Context: an optimization exercise on an open-source flow, tuned for small area, a short achievable clock period and few clock cycles. The choices shown serve that exercise and are no tape-out recipe. In this exercise RTL edits were held to simulation tests only and were not proved equivalent to the original. No activity file was given, so power comes from the tool's default toggle rates.

==> flow/design.v (excerpt) <==
module dict_compress (
    input  wire       clk,
    input  wire       rst,         
    input  wire       start,       
    output wire [1:0] status,      
    output wire [2:0] err,         
    input  wire       in_valid,
    input  wire       in_end,      
    input  wire [7:0] in_data,
    output wire       in_ready,
    output wire       out_valid,
    output wire [7:0] out_data,
    input  wire       out_ready
);
    localparam [1:0] ST_IDLE = 2'd0, ST_BUSY = 2'd1, ST_DONE = 2'd2, ST_ERROR = 2'd3;
    reg [1:0] status_r;
    reg       err_r;
    reg       in_ready_r;
    reg       out_valid_r;
    reg [7:0] out_data_r;
    assign status    = status_r;
    assign err       = {err_r, 2'b00};
    assign in_ready  = in_ready_r;
    assign out_valid = out_valid_r;
    assign out_data  = out_data_r;
    wire busy     = (status_r == ST_BUSY);
    wire go       = start && !busy;
    wire take_in  = in_valid && in_ready_r;
    wire take_out = out_valid_r && out_ready;
    reg        full_r;             
    reg  [7:0] buf_r;
    reg        prod;               
    wire       push = prod && !full_r;
    reg        ph_code;            
    reg  [5:0] dj;                 
    reg  [5:0] dpos;               
    wire       dict_push = push && !ph_code;
    integer i, j, w, mm, t, pos;
    reg [6:0] cnt_in;              
    reg       s1_valid;
    reg [7:0] s1_data;
    reg  [7:0] slot [0:63];        
    reg [63:1] flag_r;
    wire [63:0] flag = {flag_r, 1'b1};    
    reg  [5:0] cum [1:7];
    reg [6:0] len3;                
    reg [6:0] n;                   
    reg [2:0] cw;                  
    reg       v3;
    reg [7:0] d3;
    reg       miss3;
    reg       fwd3;
    reg [7:0] rh3;                 
    reg [2:0] pre3;                
    reg [6:0] n3;                  
    reg [63:0] mv;                 
  ...
For scale: ~29 I/O pins.
export LEC_CHECK = 0
export CAP_MARGIN = 20
export CORE_MARGIN = 2
export CORE_UTILIZATION = 40
export CTS_CLUSTER_DIAMETER = 100
export CTS_CLUSTER_SIZE = 20
export PLACE_DENSITY = 0.6
export SLEW_MARGIN = 20
create_clock -name core_clock -period 12.5 [get_ports {clk}]
standard.sh (not shown) runs the stock make flow with config.mk's settings and CLKGATE_MAP_FILE= SYNTH_SCRIPT=/design/flow/synth_recipe.tcl, a recipe that flattens the netlist after the stock synthesis.
==> flow/flow/run.sh <==
#!/bin/bash
set -euo pipefail
bash standard.sh SETUP_SLACK_MARGIN=8.7 finish > standard_flow.log 2>&1
Testbench counts at the start, summed over its fixed seeds: cycles 14,320.
Rerun with:
--- a/flow/design.v
+++ b/flow/design.v
@@ -132,23 +132,20 @@
             if (dxg[i]) dng = i[2:0];
         dxr = dx[{dng, 3'd0} +: 8];
         dnc = 3'd0;
         for (i = 7; i >= 0; i = i - 1)
             if (dxr[i]) dnc = i[2:0];
     end
     wire [5:0] dnext = {dng, dnc};
-    reg  [7:0] rd_row;             
+    wire [2:0] rd_row = ph_code ? r[2:0] : dpos[5:3];
     reg [63:0] rrow;
     reg [47:0] row;
     always @(*) begin
-        rrow = 64'd0;
-        for (j = 0; j < 8; j = j + 1)
-            for (i = 0; i < 8; i = i + 1)
-                rrow[i*8 +: 8] = rrow[i*8 +: 8] | (slot[8*j + i] & {8{rd_row[j]}});
         for (i = 0; i < 8; i = i + 1) begin
+            rrow[i*8 +: 8] = slot[{rd_row, i[2:0]}];
             row[i*6 +: 6] = (((r < cnt_in[6:3]) || (r == cnt_in[6:3] && i < cnt_in[2:0])) &&
                              (r != 4'd0 || i != 0))
                             ? rrow[i*8 +: 6] : 6'd0;
         end
     end
     wire [7:0] dbyte = rrow[{dpos[2:0], 3'd0} +: 8];
     reg [7:0] cbyte;
@@ -217,28 +214,24 @@
                 end
             end
             if (v3)
                 len3 <= len3 + 7'd1;
             if (push) begin
                 carry <= pb_src[2:0];
                 if (!ph_code) begin
-                    if ({1'b0, dj} == n - 7'd1) begin
+                    if ({1'b0, dj} == n - 7'd1)
                         ph_code <= 1'b1;
-                        rd_row  <= 8'd1;
-                    end else
-                        rd_row  <= 8'd1 << dnext[5:3];
                     dj   <= dj + 6'd1;
                     dpos <= dnext;
                 end else begin
                     if (last_code)
                         prod <= 1'b0;
                     if (row_end) begin
-                        m      <= 3'd0;
-                        r      <= r + 4'd1;
-                        rd_row <= {rd_row[6:0], rd_row[7]};
+                        m <= 3'd0;
+                        r <= r + 4'd1;
                     end else begin
                         m <= m + 3'd1;
                     end
                 end
             end
             if (!out_valid_r) begin
                 if (push) begin
@@ -266,14 +259,13 @@
                 in_ready_r <= 1'b1;
                 cnt_in     <= 7'd0;
                 n          <= 7'd0;
                 len3       <= 7'd0;
                 cw         <= 3'd1;
                 dj         <= 6'd0;
                 dpos       <= 6'd0;
-                rd_row     <= 8'd1;
                 r          <= 4'd0;
                 m          <= 3'd0;
             end
         end
     end
 endmodule
After rerunning: The new run finished clean. Total power went up by 7.5%. Setup slack improves by 0.057 ns. Synthesized area went up by 3.2%. Via count went up by 15%. Core utilization went up by 3.0 points. Count of clock-buffer cells in the layout went down by 12. Critical path depth went up by 1. Wire length went up by 28%. First-iteration DRC count went up by 31%. Maximum frequency went up by 1.4%. Die area went up by 3.2%. Combinational power went up by 43%.
Testbench counts after the change, summed over its fixed seeds: cycles 14,320.

Another version of the RTL of dict_compress (not shown whole).
Size: about 3400 cells after synthesis, roughly 29 I/O pins.
export LEC_CHECK = 0
export CAP_MARGIN = 20
export CORE_MARGIN = 2
export CORE_UTILIZATION = 40
export CTS_CLUSTER_DIAMETER = 100
export CTS_CLUSTER_SIZE = 20
export PLACE_DENSITY = 0.6
export SLEW_MARGIN = 20
create_clock -name core_clock -period 12.5 [get_ports {clk}]
Scripts as last shown in full above: flow/flow/run.sh
Testbench counts at the start, summed over its fixed seeds: cycles 14,320.
Next try:
--- a/flow/design.v
+++ b/flow/design.v
@@ -30,24 +30,22 @@
     reg        full_r;             
     reg  [7:0] buf_r;
     reg        prod;               
     wire       push = prod && !full_r;
     reg        ph_code;            
     reg  [5:0] dj;                 
-    reg  [7:0] rd_row;             
-    reg  [7:0] dcol;               
+    reg  [5:0] dpos;               
     wire       dict_push = push && !ph_code;
     integer i, j, w, mm, t, pos;
     reg [6:0] cnt_in;              
     reg       s1_valid;
     reg [7:0] s1_data;
     reg  [7:0] slot [0:63];        
     reg [63:1] flag_r;
     wire [63:0] flag = {flag_r, 1'b1};    
     reg  [5:0] cum [1:7];
-    reg [6:0] len3;                
     reg [6:0] n;                   
     reg [2:0] cw;                  
     reg [5:0] pos2;                
     reg       v3;
     reg [7:0] d3;
     reg       miss3;
@@ -61,13 +59,13 @@
     reg [2:0]  prefa [0:63];       
     reg [1:0]  prefb [0:63];       
     reg [2:0]  pre2a;              
     reg [1:0]  pre2b;
     always @(*) begin
         for (i = 0; i < 64; i = i + 1)
-            mv[i] = slot[i] == s1_data && flag[i] && (i != 0 || len3 != 7'd0);
+            mv[i] = slot[i] == s1_data && flag[i] && (i != 0 || cnt_in[6:1] != 6'd0);
         for (i = 0; i < 8; i = i + 1)
             rowhit[i] = |mv[8*i +: 8];
         for (i = 0; i < 64; i = i + 8) begin
             prefa[i]     = 3'd0;
             prefa[i + 1] = {2'd0, flag[i]};
             prefa[i + 2] = {2'd0, flag[i]} + {2'd0, flag[i + 1]};
@@ -105,21 +103,23 @@
         for (i = 1; i < 8; i = i + 1)
             pcum = pcum | (cum[i] & {6{rh3[i]}});
     end
     wire [5:0] n3m1    = n3[5:0] - 6'd1;
     wire [5:0] rank    = fwd3 ? n3m1 : pcum + {3'd0, pre3a} + {4'd0, pre3b};
     wire [7:0] wr_data = {d3[7:6], miss3 ? d3[5:0] : rank};
+    wire [6:0] len3   = cnt_in - 7'd1 - {6'd0, s1_valid};
+    wire [5:0] w_addr = v3 ? len3[5:0] : dpos;
     wire [7:0] w_data = v3 ? wr_data : {d3[7:6], dj};
     always @(posedge clk) begin
         if (s1_valid && cnt_in == 7'd1)
             slot[0] <= s1_data;
         for (i = 1; i < 64; i = i + 1)
-            if (v3 ? len3[5:0] == i : (dict_push && rd_row[i / 8] && dcol[i % 8]))
+            if ((v3 || dict_push) && w_addr == i)
                 slot[i] <= w_data;
         for (i = 1; i < 64; i = i + 1)
-            if (go || (v3 ? len3[5:0] == i : (dict_push && rd_row[i / 8] && dcol[i % 8])))
+            if (go || ((v3 || dict_push) && w_addr == i))
                 flag_r[i] <= v3 && miss3 && !go;
         for (i = 1; i < 8; i = i + 1)
             if (v3 && len3[5:0] == 8 * i)
                 cum[i] <= n3[5:0];
     end
     wire [6:0] len_f = cnt_in;     
@@ -129,12 +129,14 @@
     wire [7:0] hdr_a = {rem_a, 1'b0, n[6:3]};
     wire [7:0] hdr_b = {rem_b, 1'b0, n_b[6:3]};
     reg [3:0] r;                   
     reg [2:0] m;                   
     reg [2:0] carry;               
     reg [5:0] p_r;                 
+    reg  [7:0] rd_row;             
+    reg  [7:0] dcol;               
     reg [63:0] dx;                 
     reg [7:0]  dxg;                
     reg [2:0]  dng, dnc;
     reg [7:0]  dxr;
     always @(*) begin
         for (i = 0; i < 64; i = i + 1)
@@ -234,23 +236,22 @@
                     pos2 <= cnt_in[5:0] - 6'd1;
                 if (miss) begin
                     n  <= n + 7'd1;
                     cw <= cw_b;
                 end
             end
-            if (v3)
-                len3 <= len3 + 7'd1;
             if (push) begin
                 carry <= pb_src[2:0];
                 if (!ph_code) begin
                     if ({1'b0, dj} == n - 7'd1) begin
                         ph_code <= 1'b1;
                         rd_row  <= 8'd1;
                     end else
                         rd_row  <= 8'd1 << dnext[5:3];
                     dj   <= dj + 6'd1;
+                    dpos <= dnext;
                     dcol <= 8'd1 << dnext[2:0];
                 end else begin
                     if (last_code)
                         prod <= 1'b0;
                     if (row_end) begin
                         m      <= 3'd0;
@@ -284,15 +285,15 @@
             if (go) begin
                 status_r   <= ST_BUSY;
                 err_r      <= 1'b0;
                 in_ready_r <= 1'b1;
                 cnt_in     <= 7'd0;
                 n          <= 7'd0;
-                len3       <= 7'd0;
                 cw         <= 3'd1;
                 dj         <= 6'd0;
+                dpos       <= 6'd0;
                 rd_row     <= 8'd1;
                 dcol       <= 8'd1;
                 r          <= 4'd0;
                 m          <= 3'd0;
             end
         end
Result: Area after synthesis drops slightly; setup slack gets worse by 7.1 ps; design area drops by a few percent; first-iteration DRC count climbs by about a fifth; synthesized cell count drops slightly; power drops slightly; clock-buffer cell count drops by 6.
Testbench counts after the change, summed over its fixed seeds: cycles 14,320.

-- afterwards: timing with drivers on the ports --
No port has a modelled driver above. Below, the same layouts with a new extraction and two added sets of constraints. Step 1 sets driving cells, clkbuf_16 on the clock port and buf_2 on the other inputs (assumed; they add their load-dependent delay and slew). Step 2 times the ports against the registers' clock, not the clock port: input delays grow and output delays shrink by t, the midpoint of the rising clock arrivals with the driver on. Three values: ideal, step 1, step 2; two values: the first two.
| run | t, ns | setup slack, ns | worst setup path at the end | slew at the worst register clock pin (ns) |
|---|---|---|---|---|
| the first run of note 1 | 0.729 | 8.280 / 8.280 / 7.822 | input to register | 0.09 / 0.09 |
| the second run of note 1 | 0.774 | 8.337 / 8.337 / 7.947 | input to register | 0.11 / 0.11 |
| the first run of note 2 | 0.715 | 8.516 / 8.516 / 8.050 | input to register | 0.09 / 0.09 |
| the second run of note 2 | 0.720 | 8.509 / 8.509 / 8.056 | input to register | 0.10 / 0.10 |
After both steps every run listed still meets setup and hold. The setup slack of the first run of note 2, which loses most, moves by 0.000 ns with the drivers and by -0.466 ns with both steps.
